This design comes from an exercise in tuning for small area, a short achievable clock period and few clock cycles on the open sky130 flow, not from production work. In this exercise RTL edits were held to simulation tests only and were not proved equivalent to the original. Power and IR drop assume default switching activity.

File: config.mk
export PLATFORM = sky130hd
export DESIGN_NAME = pect
export DESIGN_NICKNAME = pect
export VERILOG_FILES = /design/flow/design.v
export SDC_FILE = /design/flow/constraint.sdc
export NUM_CORES = 4
export LEC_CHECK = 0
export CAP_MARGIN = 20
export CORE_MARGIN = 2
export CORE_UTILIZATION = 40
export SLEW_MARGIN = 20
export SYNTH_MEMORY_MAX_BITS = 16384
File: constraint.sdc
create_clock -name core_clock -period 18.0 [get_ports {clk}]
set_input_delay 3.6000 -clock core_clock [delete_from_list [all_inputs] [get_ports {clk}]]
set_output_delay 3.6000 -clock core_clock [all_outputs]
set_load 0.01 [all_outputs]
File: design.v
module pect_asin (
  input  wire [16:0] s,
  output wire [14:0] a
);
  function [14:0] asin_tab;
    input [8:0] k;
    begin
      case (k)
      9'd0: asin_tab = 15'd0;
      9'd1: asin_tab = 15'd57;
      9'd2: asin_tab = 15'd114;
      9'd3: asin_tab = 15'd171;
      9'd4: asin_tab = 15'd229;
      9'd5: asin_tab = 15'd286;
      9'd6: asin_tab = 15'd343;
      9'd7: asin_tab = 15'd401;
      9'd8: asin_tab = 15'd458;
      9'd9: asin_tab = 15'd515;
      9'd10: asin_tab = 15'd573;
      9'd11: asin_tab = 15'd630;
      9'd12: asin_tab = 15'd687;
      9'd13: asin_tab = 15'd745;
      9'd14: asin_tab = 15'd802;
      9'd15: asin_tab = 15'd859;
      9'd16: asin_tab = 15'd917;
      9'd17: asin_tab = 15'd974;
      9'd18: asin_tab = 15'd1032;
      9'd19: asin_tab = 15'd1089;
      9'd20: asin_tab = 15'd1147;
      9'd21: asin_tab = 15'd1204;
      9'd22: asin_tab = 15'd1262;
      9'd23: asin_tab = 15'd1319;
      9'd24: asin_tab = 15'd1377;
      9'd25: asin_tab = 15'd1434;
      9'd26: asin_tab = 15'd1492;
      9'd27: asin_tab = 15'd1549;
      9'd28: asin_tab = 15'd1607;
      9'd29: asin_tab = 15'd1665;
      9'd30: asin_tab = 15'd1722;
      9'd31: asin_tab = 15'd1780;
      9'd32: asin_tab = 15'd1838;
      9'd33: asin_tab = 15'd1896;
      9'd34: asin_tab = 15'd1953;
      9'd35: asin_tab = 15'd2011;
      9'd36: asin_tab = 15'd2069;
      9'd37: asin_tab = 15'd2127;
      9'd38: asin_tab = 15'd2185;
      9'd39: asin_tab = 15'd2243;
      9'd40: asin_tab = 15'd2301;
      9'd41: asin_tab = 15'd2359;
      9'd42: asin_tab = 15'd2417;
      9'd43: asin_tab = 15'd2475;
      9'd44: asin_tab = 15'd2533;
      9'd45: asin_tab = 15'd2591;
      9'd46: asin_tab = 15'd2649;
      9'd47: asin_tab = 15'd2708;
      9'd48: asin_tab = 15'd2766;
      9'd49: asin_tab = 15'd2824;
      9'd50: asin_tab = 15'd2883;
      9'd51: asin_tab = 15'd2941;
      9'd52: asin_tab = 15'd3000;
      9'd53: asin_tab = 15'd3058;
      9'd54: asin_tab = 15'd3117;
      9'd55: asin_tab = 15'd3176;
      9'd56: asin_tab = 15'd3234;
      9'd57: asin_tab = 15'd3293;
      9'd58: asin_tab = 15'd3352;
      9'd59: asin_tab = 15'd3411;
      9'd60: asin_tab = 15'd3470;
      9'd61: asin_tab = 15'd3528;
      9'd62: asin_tab = 15'd3588;
      9'd63: asin_tab = 15'd3647;
      9'd64: asin_tab = 15'd3706;
      9'd65: asin_tab = 15'd3765;
      9'd66: asin_tab = 15'd3824;
      9'd67: asin_tab = 15'd3884;
      9'd68: asin_tab = 15'd3943;
      9'd69: asin_tab = 15'd4002;
      9'd70: asin_tab = 15'd4062;
      9'd71: asin_tab = 15'd4122;
      9'd72: asin_tab = 15'd4181;
      9'd73: asin_tab = 15'd4241;
      9'd74: asin_tab = 15'd4301;
      9'd75: asin_tab = 15'd4361;
      9'd76: asin_tab = 15'd4421;
      9'd77: asin_tab = 15'd4481;
      9'd78: asin_tab = 15'd4541;
      9'd79: asin_tab = 15'd4601;
      9'd80: asin_tab = 15'd4661;
      9'd81: asin_tab = 15'd4722;
      9'd82: asin_tab = 15'd4782;
      9'd83: asin_tab = 15'd4843;
      9'd84: asin_tab = 15'd4903;
      9'd85: asin_tab = 15'd4964;
      9'd86: asin_tab = 15'd5025;
      9'd87: asin_tab = 15'd5086;
      9'd88: asin_tab = 15'd5147;
      9'd89: asin_tab = 15'd5208;
      9'd90: asin_tab = 15'd5269;
      9'd91: asin_tab = 15'd5330;
      9'd92: asin_tab = 15'd5391;
      9'd93: asin_tab = 15'd5453;
      9'd94: asin_tab = 15'd5514;
      9'd95: asin_tab = 15'd5576;
      9'd96: asin_tab = 15'd5638;
      9'd97: asin_tab = 15'd5700;
      9'd98: asin_tab = 15'd5762;
      9'd99: asin_tab = 15'd5824;
      9'd100: asin_tab = 15'd5886;
      9'd101: asin_tab = 15'd5948;
      9'd102: asin_tab = 15'd6011;
      9'd103: asin_tab = 15'd6073;
      9'd104: asin_tab = 15'd6136;
      9'd105: asin_tab = 15'd6198;
      9'd106: asin_tab = 15'd6261;
      9'd107: asin_tab = 15'd6324;
      9'd108: asin_tab = 15'd6387;
      9'd109: asin_tab = 15'd6451;
      9'd110: asin_tab = 15'd6514;
      9'd111: asin_tab = 15'd6578;
      9'd112: asin_tab = 15'd6641;
      9'd113: asin_tab = 15'd6705;
      9'd114: asin_tab = 15'd6769;
      9'd115: asin_tab = 15'd6833;
      9'd116: asin_tab = 15'd6897;
      9'd117: asin_tab = 15'd6962;
      9'd118: asin_tab = 15'd7026;
      9'd119: asin_tab = 15'd7091;
      9'd120: asin_tab = 15'd7156;
      9'd121: asin_tab = 15'd7220;
      9'd122: asin_tab = 15'd7286;
      9'd123: asin_tab = 15'd7351;
      9'd124: asin_tab = 15'd7416;
      9'd125: asin_tab = 15'd7482;
      9'd126: asin_tab = 15'd7548;
      9'd127: asin_tab = 15'd7613;
      9'd128: asin_tab = 15'd7680;
      9'd129: asin_tab = 15'd7746;
      9'd130: asin_tab = 15'd7812;
      9'd131: asin_tab = 15'd7879;
      9'd132: asin_tab = 15'd7946;
      9'd133: asin_tab = 15'd8013;
      9'd134: asin_tab = 15'd8080;
      9'd135: asin_tab = 15'd8147;
      9'd136: asin_tab = 15'd8215;
      9'd137: asin_tab = 15'd8282;
      9'd138: asin_tab = 15'd8350;
      9'd139: asin_tab = 15'd8418;
      9'd140: asin_tab = 15'd8487;
      9'd141: asin_tab = 15'd8555;
      9'd142: asin_tab = 15'd8624;
      9'd143: asin_tab = 15'd8693;
      9'd144: asin_tab = 15'd8762;
      9'd145: asin_tab = 15'd8832;
      9'd146: asin_tab = 15'd8901;
      9'd147: asin_tab = 15'd8971;
      9'd148: asin_tab = 15'd9041;
      9'd149: asin_tab = 15'd9111;
      9'd150: asin_tab = 15'd9182;
      9'd151: asin_tab = 15'd9253;
      9'd152: asin_tab = 15'd9324;
      9'd153: asin_tab = 15'd9395;
      9'd154: asin_tab = 15'd9467;
      9'd155: asin_tab = 15'd9539;
      9'd156: asin_tab = 15'd9611;
      9'd157: asin_tab = 15'd9683;
      9'd158: asin_tab = 15'd9756;
      9'd159: asin_tab = 15'd9829;
      9'd160: asin_tab = 15'd9902;
      9'd161: asin_tab = 15'd9976;
      9'd162: asin_tab = 15'd10050;
      9'd163: asin_tab = 15'd10124;
      9'd164: asin_tab = 15'd10198;
      9'd165: asin_tab = 15'd10273;
      9'd166: asin_tab = 15'd10348;
      9'd167: asin_tab = 15'd10423;
      9'd168: asin_tab = 15'd10499;
      9'd169: asin_tab = 15'd10575;
      9'd170: asin_tab = 15'd10652;
      9'd171: asin_tab = 15'd10729;
      9'd172: asin_tab = 15'd10806;
      9'd173: asin_tab = 15'd10883;
      9'd174: asin_tab = 15'd10961;
      9'd175: asin_tab = 15'd11040;
      9'd176: asin_tab = 15'd11118;
      9'd177: asin_tab = 15'd11197;
      9'd178: asin_tab = 15'd11277;
      9'd179: asin_tab = 15'd11357;
      9'd180: asin_tab = 15'd11437;
      9'd181: asin_tab = 15'd11518;
      9'd182: asin_tab = 15'd11599;
      9'd183: asin_tab = 15'd11681;
      9'd184: asin_tab = 15'd11763;
      9'd185: asin_tab = 15'd11846;
      9'd186: asin_tab = 15'd11929;
      9'd187: asin_tab = 15'd12012;
      9'd188: asin_tab = 15'd12097;
      9'd189: asin_tab = 15'd12181;
      9'd190: asin_tab = 15'd12267;
      9'd191: asin_tab = 15'd12352;
      9'd192: asin_tab = 15'd12439;
      9'd193: asin_tab = 15'd12526;
      9'd194: asin_tab = 15'd12613;
      9'd195: asin_tab = 15'd12701;
      9'd196: asin_tab = 15'd12790;
      9'd197: asin_tab = 15'd12879;
      9'd198: asin_tab = 15'd12969;
      9'd199: asin_tab = 15'd13060;
      9'd200: asin_tab = 15'd13152;
      9'd201: asin_tab = 15'd13244;
      9'd202: asin_tab = 15'd13337;
      9'd203: asin_tab = 15'd13430;
      9'd204: asin_tab = 15'd13525;
      9'd205: asin_tab = 15'd13620;
      9'd206: asin_tab = 15'd13716;
      9'd207: asin_tab = 15'd13813;
      9'd208: asin_tab = 15'd13911;
      9'd209: asin_tab = 15'd14010;
      9'd210: asin_tab = 15'd14109;
      9'd211: asin_tab = 15'd14210;
      9'd212: asin_tab = 15'd14312;
      9'd213: asin_tab = 15'd14414;
      9'd214: asin_tab = 15'd14518;
      9'd215: asin_tab = 15'd14623;
      9'd216: asin_tab = 15'd14729;
      9'd217: asin_tab = 15'd14837;
      9'd218: asin_tab = 15'd14945;
      9'd219: asin_tab = 15'd15055;
      9'd220: asin_tab = 15'd15167;
      9'd221: asin_tab = 15'd15279;
      9'd222: asin_tab = 15'd15394;
      9'd223: asin_tab = 15'd15510;
      9'd224: asin_tab = 15'd15627;
      9'd225: asin_tab = 15'd15746;
      9'd226: asin_tab = 15'd15867;
      9'd227: asin_tab = 15'd15990;
      9'd228: asin_tab = 15'd16115;
      9'd229: asin_tab = 15'd16242;
      9'd230: asin_tab = 15'd16372;
      9'd231: asin_tab = 15'd16503;
      9'd232: asin_tab = 15'd16637;
      9'd233: asin_tab = 15'd16774;
      9'd234: asin_tab = 15'd16914;
      9'd235: asin_tab = 15'd17057;
      9'd236: asin_tab = 15'd17203;
      9'd237: asin_tab = 15'd17353;
      9'd238: asin_tab = 15'd17506;
      9'd239: asin_tab = 15'd17664;
      9'd240: asin_tab = 15'd17826;
      9'd241: asin_tab = 15'd17994;
      9'd242: asin_tab = 15'd18166;
      9'd243: asin_tab = 15'd18345;
      9'd244: asin_tab = 15'd18531;
      9'd245: asin_tab = 15'd18724;
      9'd246: asin_tab = 15'd18926;
      9'd247: asin_tab = 15'd19139;
      9'd248: asin_tab = 15'd19363;
      9'd249: asin_tab = 15'd19602;
      9'd250: asin_tab = 15'd19858;
      9'd251: asin_tab = 15'd20136;
      9'd252: asin_tab = 15'd20443;
      9'd253: asin_tab = 15'd20792;
      9'd254: asin_tab = 15'd21205;
      9'd255: asin_tab = 15'd21743;
      9'd256: asin_tab = 15'd23040;
      default: asin_tab = 15'd23040;
      endcase
    end
  endfunction
  wire [8:0]  k  = s[16:8];
  wire [7:0]  f  = s[7:0];
  wire [14:0] t0 = asin_tab(k);
  wire [14:0] t1 = asin_tab(k + 9'd1);
  wire [14:0] d  = t1 - t0;
  wire [22:0] p  = d * f;
  assign a = t0 + p[22:8];
endmodule
module pect_conv (
  input  wire               clk,
  input  wire               rst,
  input  wire               start,
  input  wire [15:0]        h,
  input  wire [15:0]        l,
  input  wire [15:0]        off,
  input  wire [15:0]        sc,
  output reg                fin,
  output reg                refused,
  output reg                clamped,
  output reg signed [15:0]  angle
);
  localparam C_IDLE = 3'd0, C_MUL1 = 3'd1, C_MUL2 = 3'd2, C_DIV = 3'd3, C_ASIN = 3'd4;
  reg [2:0]          st;
  reg [15:0]         rh, rl, roff, rsc;
  reg signed [34:0]  num;
  reg                neg;
  reg [49:0]         dvd;       
  reg [24:0]         den;
  reg [24:0]         rem;
  reg [5:0]          cnt;
  wire [16:0]        n     = {1'b0, rh} + {1'b0, rl};
  wire [32:0]        offn  = roff * n;
  wire signed [51:0] prod  = num * $signed({1'b0, rsc});
  wire [51:0]        pmag  = prod[51] ? -prod : prod;
  wire [25:0]        rsh   = {rem, dvd[49]};
  wire               ge    = rsh >= {1'b0, den};
  wire [25:0]        rsub  = rsh - {1'b0, den};
  wire               big   = dvd > 50'd65536;
  wire [16:0]        smag  = big ? 17'd65536 : dvd[16:0];
  wire [14:0]        amag;
  pect_asin u_asin (.s(smag), .a(amag));
  always @(posedge clk) begin
    if (rst) begin
      st      <= C_IDLE;
      fin     <= 1'b0;
      refused <= 1'b0;
      clamped <= 1'b0;
      angle   <= 16'sd0;
      rh      <= 16'd0;
      rl      <= 16'd0;
      roff    <= 16'd0;
      rsc     <= 16'd0;
      num     <= 35'sd0;
      neg     <= 1'b0;
      dvd     <= 50'd0;
      den     <= 25'd0;
      rem     <= 25'd0;
      cnt     <= 6'd0;
    end else begin
      fin <= 1'b0;
      case (st)
        C_IDLE: begin
          if (start) begin
            rh   <= h;
            rl   <= l;
            roff <= off;
            rsc  <= sc;
            st   <= C_MUL1;
          end
        end
        C_MUL1: begin
          if (n == 17'd0) begin
            fin     <= 1'b1;
            refused <= 1'b1;
            clamped <= 1'b0;
            st      <= C_IDLE;
          end else begin
            num <= $signed({3'b000, rh, 16'h0000}) - $signed({2'b00, offn});
            st  <= C_MUL2;
          end
        end
        C_MUL2: begin
          neg <= prod[51];
          dvd <= pmag[49:0];
          den <= {n, 8'h00};
          rem <= 25'd0;
          cnt <= 6'd50;
          st  <= C_DIV;
        end
        C_DIV: begin
          if (ge) begin
            rem <= rsub[24:0];
            dvd <= {dvd[48:0], 1'b1};
          end else begin
            rem <= rsh[24:0];
            dvd <= {dvd[48:0], 1'b0};
          end
          cnt <= cnt - 6'd1;
          if (cnt == 6'd1)
            st <= C_ASIN;
        end
        C_ASIN: begin
          fin     <= 1'b1;
          refused <= 1'b0;
          clamped <= big;
          angle   <= neg ? -$signed({1'b0, amag}) : $signed({1'b0, amag});
          st      <= C_IDLE;
        end
        default: st <= C_IDLE;
      endcase
    end
  end
endmodule
module pect_channel (
  input  wire               clk,
  input  wire               rst,
  input  wire               edge_valid,
  input  wire               edge_rise,
  input  wire [15:0]        edge_ts,
  input  wire               tick,
  input  wire               cal_we,
  input  wire [31:0]        cal_wdata,
  input  wire               diag_clr,
  input  wire               angle_we,
  input  wire signed [15:0] angle_in,
  input  wire               div0_inc,
  input  wire               clamp_inc,
  input  wire               push_we,
  input  wire signed [15:0] push_val,
  input  wire               split_we,
  input  wire signed [15:0] split_angle,
  output reg                st_state,
  output reg                st_primed,
  output reg                st_valid,
  output reg  [15:0]        rise_ts,
  output reg  [15:0]        fall_ts,
  output reg  [15:0]        dur_high,
  output reg  [15:0]        dur_low,
  output reg  [15:0]        cal_off,
  output reg  [15:0]        cal_scale,
  output reg signed [15:0]  angle,
  output reg  [15:0]        div0_cnt,
  output reg  [15:0]        clamp_cnt,
  output reg  [2:0]         wptr,
  output reg signed [15:0]  win0,
  output reg signed [15:0]  win1,
  output reg signed [15:0]  win2,
  output reg signed [15:0]  win3,
  output reg signed [15:0]  win4,
  output wire signed [15:0] mean,
  output reg signed [15:0]  high_ticks,
  output reg signed [15:0]  low_ticks,
  output reg  [6:0]         pwm_cnt,
  output reg                pwm_out
);
  wire signed [18:0] sum = win0 + win1 + win2 + win3 + win4;
  wire signed [18:0] q5  = sum / 19'sd5;
  assign mean = q5[15:0];
  wire signed [15:0] deg = split_angle / 16'sd256;
  wire signed [15:0] ht  = 16'sd50 + deg;
  wire signed [15:0] lt  = 16'sd100 - ht;
  wire [6:0]         n    = pwm_cnt + 7'd1;
  wire signed [15:0] ns   = $signed({9'b0, n});
  wire signed [15:0] per  = high_ticks + low_ticks;
  always @(posedge clk) begin
    if (rst) begin
      st_state   <= 1'b0;
      st_primed  <= 1'b0;
      st_valid   <= 1'b0;
      rise_ts    <= 16'd0;
      fall_ts    <= 16'd0;
      dur_high   <= 16'd0;
      dur_low    <= 16'd0;
      cal_off    <= 16'h8000;
      cal_scale  <= 16'h0800;
      angle      <= 16'sd0;
      div0_cnt   <= 16'd0;
      clamp_cnt  <= 16'd0;
      wptr       <= 3'd0;
      win0       <= 16'sd0;
      win1       <= 16'sd0;
      win2       <= 16'sd0;
      win3       <= 16'sd0;
      win4       <= 16'sd0;
      high_ticks <= 16'sd50;
      low_ticks  <= 16'sd50;
      pwm_cnt    <= 7'd0;
      pwm_out    <= 1'b0;
    end else begin
      if (edge_valid) begin
        if (edge_rise && !st_state) begin
          if (st_primed) begin
            dur_high <= fall_ts - rise_ts;
            dur_low  <= edge_ts - fall_ts;
            st_valid <= 1'b1;
          end
          rise_ts   <= edge_ts;
          st_primed <= 1'b1;
          st_state  <= 1'b1;
        end else if (!edge_rise && st_state) begin
          fall_ts  <= edge_ts;
          st_state <= 1'b0;
        end
      end
      if (cal_we) begin
        cal_scale <= cal_wdata[31:16];
        cal_off   <= cal_wdata[15:0];
      end
      if (angle_we)
        angle <= angle_in;
      if (diag_clr) begin
        div0_cnt  <= 16'd0;
        clamp_cnt <= 16'd0;
      end else begin
        if (div0_inc && div0_cnt != 16'hFFFF)
          div0_cnt <= div0_cnt + 16'd1;
        if (clamp_inc && clamp_cnt != 16'hFFFF)
          clamp_cnt <= clamp_cnt + 16'd1;
      end
      if (push_we) begin
        case (wptr)
          3'd0: win0 <= push_val;
          3'd1: win1 <= push_val;
          3'd2: win2 <= push_val;
          3'd3: win3 <= push_val;
          default: win4 <= push_val;
        endcase
        wptr <= (wptr == 3'd4) ? 3'd0 : wptr + 3'd1;
      end
      if (split_we) begin
        high_ticks <= ht;
        low_ticks  <= lt;
      end
      if (tick) begin
        if (ns <= high_ticks)
          pwm_out <= 1'b1;
        else if (ns < per)
          pwm_out <= 1'b0;
        if (ns >= per)
          pwm_cnt <= 7'd0;
        else
          pwm_cnt <= n;
      end
    end
  end
endmodule
module pect (
  input  wire        clk,
  input  wire        rst,
  input  wire [1:0]  edge_valid,
  input  wire [1:0]  edge_rise,
  input  wire [15:0] edge_ts0,
  input  wire [15:0] edge_ts1,
  input  wire        tick,
  input  wire        host_valid,
  input  wire        host_write,
  input  wire [8:0]  host_addr,
  input  wire [31:0] host_wdata,
  output wire        host_ready,
  output reg         host_done,
  output reg  [31:0] host_rdata,
  output wire [1:0]  arm_pol,
  output wire [1:0]  pwm_out
);
  localparam S_IDLE = 2'd0, S_CONV = 2'd1, S_PUSH = 2'd2, S_SPLIT = 2'd3;
  reg  [1:0]  state;
  reg         op_ch;
  reg         op_sample;
  reg         illegal;
  wire        acc      = host_valid && host_ready;
  wire [6:0]  widx     = host_addr[8:2];
  wire        a_cmd    = (widx == 7'd0);
  wire        a_status = (widx == 7'd1);
  wire        a_ch0    = (widx[6:5] == 2'b01);
  wire        a_ch1    = (widx[6:5] == 2'b10);
  wire [4:0]  roff     = widx[4:0];
  wire [3:0]  w_op     = host_wdata[31:28];
  wire        w_ch     = host_wdata[27];
  wire        w_rsv0   = (host_wdata[26:16] == 11'd0);
  wire        w_imm0   = (host_wdata[15:0] == 16'd0);
  wire signed [15:0] w_imm = host_wdata[15:0];
  wire        cmd_we   = acc && host_write && a_cmd;
  wire        is_nop     = w_op == 4'h0 && !w_ch && w_imm0;
  wire        is_convert = w_op == 4'h3 && w_imm0;
  wire        is_push    = w_op == 4'h4 && w_imm0;
  wire        is_pushi   = w_op == 4'h5;
  wire        is_split   = w_op == 4'h6 && w_imm0;
  wire        is_spliti  = w_op == 4'h7;
  wire        is_sample  = w_op == 4'h9 && w_imm0;
  wire        legal      = w_rsv0 && (is_nop || is_convert || is_push || is_pushi ||
                                      is_split || is_spliti || is_sample);
  wire        c_conv   = cmd_we && legal && (is_convert || is_sample);
  wire        c_push   = cmd_we && legal && (is_push || is_pushi);
  wire        c_split  = cmd_we && legal && (is_split || is_spliti);
  wire        c_ill    = cmd_we && !legal;
  wire        ch_state  [0:1];
  wire        ch_primed [0:1];
  wire        ch_valid  [0:1];
  wire [15:0] ch_rise   [0:1];
  wire [15:0] ch_fall   [0:1];
  wire [15:0] ch_dh     [0:1];
  wire [15:0] ch_dl     [0:1];
  wire [15:0] ch_off    [0:1];
  wire [15:0] ch_sc     [0:1];
  wire [15:0] ch_angle  [0:1];
  wire [15:0] ch_div0   [0:1];
  wire [15:0] ch_clamp  [0:1];
  wire [2:0]  ch_wptr   [0:1];
  wire [15:0] ch_win0   [0:1];
  wire [15:0] ch_win1   [0:1];
  wire [15:0] ch_win2   [0:1];
  wire [15:0] ch_win3   [0:1];
  wire [15:0] ch_win4   [0:1];
  wire [15:0] ch_mean   [0:1];
  wire [15:0] ch_ht     [0:1];
  wire [15:0] ch_lt     [0:1];
  wire [6:0]  ch_cnt    [0:1];
  wire        ch_pwm    [0:1];
  wire        cv_fin, cv_refused, cv_clamped;
  wire [15:0] cv_angle;
  wire        cv_ch    = host_wdata[27];
  pect_conv u_conv (
    .clk     (clk),
    .rst     (rst),
    .start   (c_conv),
    .h       (ch_dh[cv_ch]),
    .l       (ch_dl[cv_ch]),
    .off     (ch_off[cv_ch]),
    .sc      (ch_sc[cv_ch]),
    .fin     (cv_fin),
    .refused (cv_refused),
    .clamped (cv_clamped),
    .angle   (cv_angle)
  );
  genvar c;
  generate
    for (c = 0; c < 2; c = c + 1) begin : g_ch
      wire sel_acc  = acc && host_write && (c == 0 ? a_ch0 : a_ch1);
      wire cv_here  = (state == S_CONV) && cv_fin && (op_ch == c);
      wire cmd_here = (w_ch == c);
      pect_channel u_ch (
        .clk         (clk),
        .rst         (rst),
        .edge_valid  (edge_valid[c]),
        .edge_rise   (edge_rise[c]),
        .edge_ts     (c == 0 ? edge_ts0 : edge_ts1),
        .tick        (tick),
        .cal_we      (sel_acc && roff == 5'd6),
        .cal_wdata   (host_wdata),
        .diag_clr    (sel_acc && roff == 5'd15),
        .angle_we    (cv_here && !cv_refused),
        .angle_in    (cv_angle),
        .div0_inc    (cv_here && cv_refused),
        .clamp_inc   (cv_here && !cv_refused && cv_clamped),
        .push_we     ((c_push && cmd_here) || (state == S_PUSH && op_ch == c)),
        .push_val    (state == S_PUSH ? ch_angle[c] : (is_pushi ? w_imm : ch_angle[c])),
        .split_we    ((c_split && cmd_here) || (state == S_SPLIT && op_ch == c)),
        .split_angle (state == S_SPLIT ? ch_mean[c] : (is_spliti ? w_imm : ch_mean[c])),
        .st_state    (ch_state[c]),
        .st_primed   (ch_primed[c]),
        .st_valid    (ch_valid[c]),
        .rise_ts     (ch_rise[c]),
        .fall_ts     (ch_fall[c]),
        .dur_high    (ch_dh[c]),
        .dur_low     (ch_dl[c]),
        .cal_off     (ch_off[c]),
        .cal_scale   (ch_sc[c]),
        .angle       (ch_angle[c]),
        .div0_cnt    (ch_div0[c]),
        .clamp_cnt   (ch_clamp[c]),
        .wptr        (ch_wptr[c]),
        .win0        (ch_win0[c]),
        .win1        (ch_win1[c]),
        .win2        (ch_win2[c]),
        .win3        (ch_win3[c]),
        .win4        (ch_win4[c]),
        .mean        (ch_mean[c]),
        .high_ticks  (ch_ht[c]),
        .low_ticks   (ch_lt[c]),
        .pwm_cnt     (ch_cnt[c]),
        .pwm_out     (ch_pwm[c])
      );
      assign arm_pol[c] = ch_state[c];
      assign pwm_out[c] = ch_pwm[c];
    end
  endgenerate
  reg [31:0] rd;
  reg        rch;
  always @* begin
    rd  = 32'd0;
    rch = a_ch1;
    if (a_status)
      rd = {31'd0, illegal};
    else if (a_ch0 || a_ch1) begin
      case (roff)
        5'd0:  rd = {29'd0, ch_valid[rch], ch_primed[rch], ch_state[rch]};
        5'd1:  rd = {16'd0, ch_rise[rch]};
        5'd2:  rd = {16'd0, ch_fall[rch]};
        5'd3:  rd = {ch_dh[rch], ch_dl[rch]};
        5'd4:  rd = {16'd0, ch_dh[rch]};
        5'd5:  rd = {16'd0, ch_dl[rch]};
        5'd6:  rd = {ch_sc[rch], ch_off[rch]};
        5'd7:  rd = {{16{ch_angle[rch][15]}}, ch_angle[rch]};
        5'd8:  rd = {{16{ch_mean[rch][15]}}, ch_mean[rch]};
        5'd9:  rd = {29'd0, ch_wptr[rch]};
        5'd10: rd = {{16{ch_win0[rch][15]}}, ch_win0[rch]};
        5'd11: rd = {{16{ch_win1[rch][15]}}, ch_win1[rch]};
        5'd12: rd = {{16{ch_win2[rch][15]}}, ch_win2[rch]};
        5'd13: rd = {{16{ch_win3[rch][15]}}, ch_win3[rch]};
        5'd14: rd = {{16{ch_win4[rch][15]}}, ch_win4[rch]};
        5'd15: rd = {ch_clamp[rch], ch_div0[rch]};
        5'd16: rd = {ch_ht[rch], ch_lt[rch]};
        5'd17: rd = {23'd0, ch_pwm[rch], 1'b0, ch_cnt[rch]};
        default: rd = 32'd0;
      endcase
    end
  end
  assign host_ready = (state == S_IDLE);
  always @(posedge clk) begin
    if (rst) begin
      state      <= S_IDLE;
      op_ch      <= 1'b0;
      op_sample  <= 1'b0;
      illegal    <= 1'b0;
      host_done  <= 1'b0;
      host_rdata <= 32'd0;
    end else begin
      host_done <= 1'b0;
      if (c_ill)
        illegal <= 1'b1;
      else if (acc && host_write && a_status && host_wdata[0])
        illegal <= 1'b0;
      case (state)
        S_IDLE: begin
          if (acc) begin
            host_rdata <= host_write ? 32'd0 : rd;
            if (c_conv) begin
              op_ch     <= w_ch;
              op_sample <= is_sample;
              state     <= S_CONV;
            end else begin
              host_done <= 1'b1;
            end
          end
        end
        S_CONV: begin
          if (cv_fin) begin
            if (op_sample) begin
              state <= S_PUSH;
            end else begin
              host_done <= 1'b1;
              state     <= S_IDLE;
            end
          end
        end
        S_PUSH: begin
          state <= S_SPLIT;
        end
        S_SPLIT: begin
          host_done <= 1'b1;
          state     <= S_IDLE;
        end
        default: state <= S_IDLE;
      endcase
    end
  end
endmodule
File: run.sh
#!/bin/bash
# synth_recipe.tcl (not shown) runs the flow's synth.tcl, then flattens the netlist and writes it again
# the make line also repeats each setting of config.mk as NAME=value (left out here)
make -C /OpenROAD-flow-scripts/flow DESIGN_CONFIG=/design/flow/config.mk WORK_HOME=/design/flow/orfs CLKGATE_MAP_FILE= SYNTH_SCRIPT=/design/flow/synth_recipe.tcl finish
==> impl_results.md <==
- Top cell type's share of synthesized area: 0.195
- Die footprint: roughly 240,000 sq um
- Post-synth EDFFs: 0
- Crit. End Element: flop
- Final Critical Period: approximately 17 ns
- Initial cell density of the core: 0.402
- Routed wire per std cell: 23.3 microns
- Distinct cell type count after synthesis: 130
- Syn avg cell area: 7.87 sq um
- Initial antenna violation count: 7
- Final hold violation count: 0
- Dpl hpwl: about 260,000 microns
- Internal power: slightly above 3 mW
- Largest register FFs: 50
- Post-CTS Hold Buffers: 0
- Worst hold-check path type: reg2reg
- Hold Crit Start: u_conv.den[20]
- First-pass GRT wire length: approximately 520,000 microns
- Final ANT Viol Nets: 0
- Net Count, Synth: 13,400
- Area grow syn2layout: 8.66%
- Worst-Skew Late Latency: approximately 0.75 ns
- Register area share after synthesis: 0.171
- VDD IR-drop max: 0.0000822 V
- P_leak: 41.4 nW
- Clk sink count: 795
- Arrival time at the worst endpoint: 17.62 ns
- Slew margin rel.: 0.131
- Routed WL: 344,000 microns
- Register bit total from synthesis: 795
- Maxcap violations: 0
- NetSw: 1.05 mW
- CP required: 18.67 ns
- Register share of total power: 0.437
- Final Max Tran Viols: 0
- Synth area leaders: fa_1, dfxtp_1, ha_1
- Crit-path max cell delay: a little under 0.5 ns
- Layout cells sized above 1: 0.0552
- Top reg by flops: u_conv.dvd
- Most common cell after layout, fill and taps aside: nand2_1
- DR DRC count: 0
- Crit-path most repeated cell: a21oi_1
- Most frequent cells in the layout: nand2_1, inv_1, nor2_1
- Clock power share: 0.496
- Num ports: 120
- CTS tree: built
- Outcome: complete, no violations
- Vias in the first global route: around 85,000
- Setup Slack @ Placement: around 0.42 ns
- Critical Path Fanout Max: 10
- Iter 0 DRT Violations: 8,332
- Fin Setup TNS: 0 ns
- Worst path slowest cell: a2111o_1
- Final Instance Count excl. Fillers: 14,700
- Syn. warnings: 4
- Initial DRT Pass Iterations: 8
- Top Registers: u_conv.dvd: 50 flops, u_conv.num: 34 flops
- Slew @ Worst Pin: approximately 1.3 ns
- Final Instance Area: between 100,000 and 150,000 sq um
- Row Count: 177
- Core footprint: 232,000 sq um
- Power Dens Cells: 40.3 nW/um^2
- Cells after Synth: 11,900
- # H-tree levels: 3
- Largest net degree at the start of global routing: 202
- Placed Cells: 14,500
- Crit path kind: reg2reg
- CP Launch Type: flop
- Endpoints failing setup: 0
- Ys async rst share: 0
- DR vias/cell: 5.87
- Max Clk Rate: 0.0590 GHz
- PnR worst setup slack: around 1.0 ns
- Synth Flop Type: dfxtp_1
- WHS: 0.459 ns
- Switching portion of total power: 0.256
- Clk_skew: about 0.071 ns
- Leading area contributor after synthesis: fa_1
- Worst reg2reg path startpoint: g_ch[1].u_ch.win1[0]
- Buffers on Ports: between 100 and 150
- Nets@finish: 13,200
- Final period util: 0.942
- Vias: between 80,000 and 90,000
- Clock Path Buffers: 3
- Die Width: 487 microns
- CP startpoint: g_ch[1].u_ch.win1[0]
- GRT Overall Usage: 0.284
- GRT overflow: 0
- CTS root buf: clkbuf_16
- Part of the power in combinational logic: 0.067
- Synthesized area: 93,200 sq um
- Routability cong.: 0.998
- Inserted Clock Buffers: 92
- Die height: 487 microns
- Placement Cell Area: 97,500 sq um
- Worst-path clk slew: 0.06 ns
cell usage after synthesis (16+ instances only):
master,n
o211ai_1,102
nand4_1,54
o221ai_1,36
o21bai_1,92
o22ai_1,115
clkbuf_1,633
ha_1,589
a31oi_1,81
a21oi_1,892
fa_1,909
nor3b_1,16
nand2_1,1519
a2111oi_0,16
mux2i_1,285
a211oi_1,362
a22oi_1,111
nor4_1,58
or2_2,26
or4_1,18
inv_1,1318
o21ai_0,367
o21a_1,64
buf_1,59
nand2b_1,56
xnor2_1,303
nor2b_1,64
a221oi_1,50
buf_2,18
a222oi_1,46
and2_1,374
a211o_1,20
nor2_1,1071
nor3_1,174
and3_1,59
o311ai_0,38
dfxtp_1,795
a21o_1,165
or3_1,54
o21ai_1,16
o2111ai_1,20
o31ai_1,33
nand3_1,198
a311oi_1,28
xor2_1,228
through the flow:
stage	util	total power [mW]
4_1_cts	0.434	4.10
5_1_grt	0.437	4.19
6_report	0.437	4.09
3_5_place_dp	0.420	2.09
3_3_place_gp	0.420	2.09
2_1_floorplan	-	1.99
cell type report:
| type | count | area (sq um) |
|---|---|---|
| fillers | 23300 | 131000 |
| multi-input cells | 9019 | 70200 |
| flip-flops and latches | 795 | 15900 |
| inverters | 1323 | 4970 |
| well taps | 3043 | 3810 |
| repair buffers | 378 | 3210 |
| clock buffers | 131 | 2700 |
| clock inverters | 36 | 546 |
| diodes | 2 | 5.00 |
path summary, 6_finish.rpt:
check	slack, ns	endpoint	cells after the start
max	1.05	g_ch[1].u_ch.low_ticks[13]	68
min	0.46	u_conv.den[20]	2
max reg2reg	1.05	g_ch[1].u_ch.low_ticks[13]	68
min reg2reg	0.46	u_conv.den[20]	2
power groups by stage:
stage          sequential, mW  clock [mW]  combinational (mW)
2_1_floorplan            1.82           0               0.171
3_3_place_gp             1.82           0               0.265
3_5_place_dp             1.83           0               0.268
4_1_cts                  1.79        2.05               0.269
5_1_grt                  1.79        2.11               0.291
6_report                 1.79        2.03               0.274
worst max-delay path: cells and delay by family, from the launching register on:
kind	cells	cell delay [ns]
xor gates and xnor gates	2	0.55
and+or+nand+nor	9	2.06
adders and majority gates	10	3.31
AOI/OAI and AO/OA	41	9.91
buffers and inverters	6	0.62
DFF	1	0.39
layer usage:
layer  vias to the layer above  GRT usage  routed length (microns)
li1                      39800          -                        -
met1                     42300      0.374                   144000
met2                      3606      0.456                   155000
met3                       784     0.0395                    24100
met4                         6      0.140                    20000
met5                         -          0                       38
cell families after synthesis:
group | share of synthesized area
xor+xnor | 0.0504
flops | 0.171
simple gates | 0.183
buf+inv | 0.0827
fa+ha+maj | 0.274
compound gates | 0.206
mux | 0.0324
timing repair:
item,in CTS,in global routing
endpoints found under the hold margin,0,0
buffers inserted,0,29
setup endpoints to repair,0,48
gates resized for setup,0,68
Testbench counts, summed over its fixed seeds: cycles 64,585.

## what the ideal ports hide
In the flow no input, the clock included, has a driving cell. The finished layout below was timed again as built, in two steps.
Step 1 assumes that a clkbuf_16 drives the clock port and a buf_2 every other input.
Step 2 times the ports against the registers' clock, not the clock port: input delays grow and output delays shrink by t, the midpoint of the rising clock arrivals with the driver on.
Slacks: ideal / step 1 / step 2; pairs: ideal / step 1.
t (ns): 0.801
setup WS [ns]: 1.048 / 1.048 / 1.048
worst setup path after step 2: register to register
worst slew at a driven data input, ns: 0.21
cell pins on the clock port's net: 1
After both steps this run still meets setup and hold. For this run, drivers alone change the setup slack by 0.000 ns; drivers and shift together by 0.000 ns.
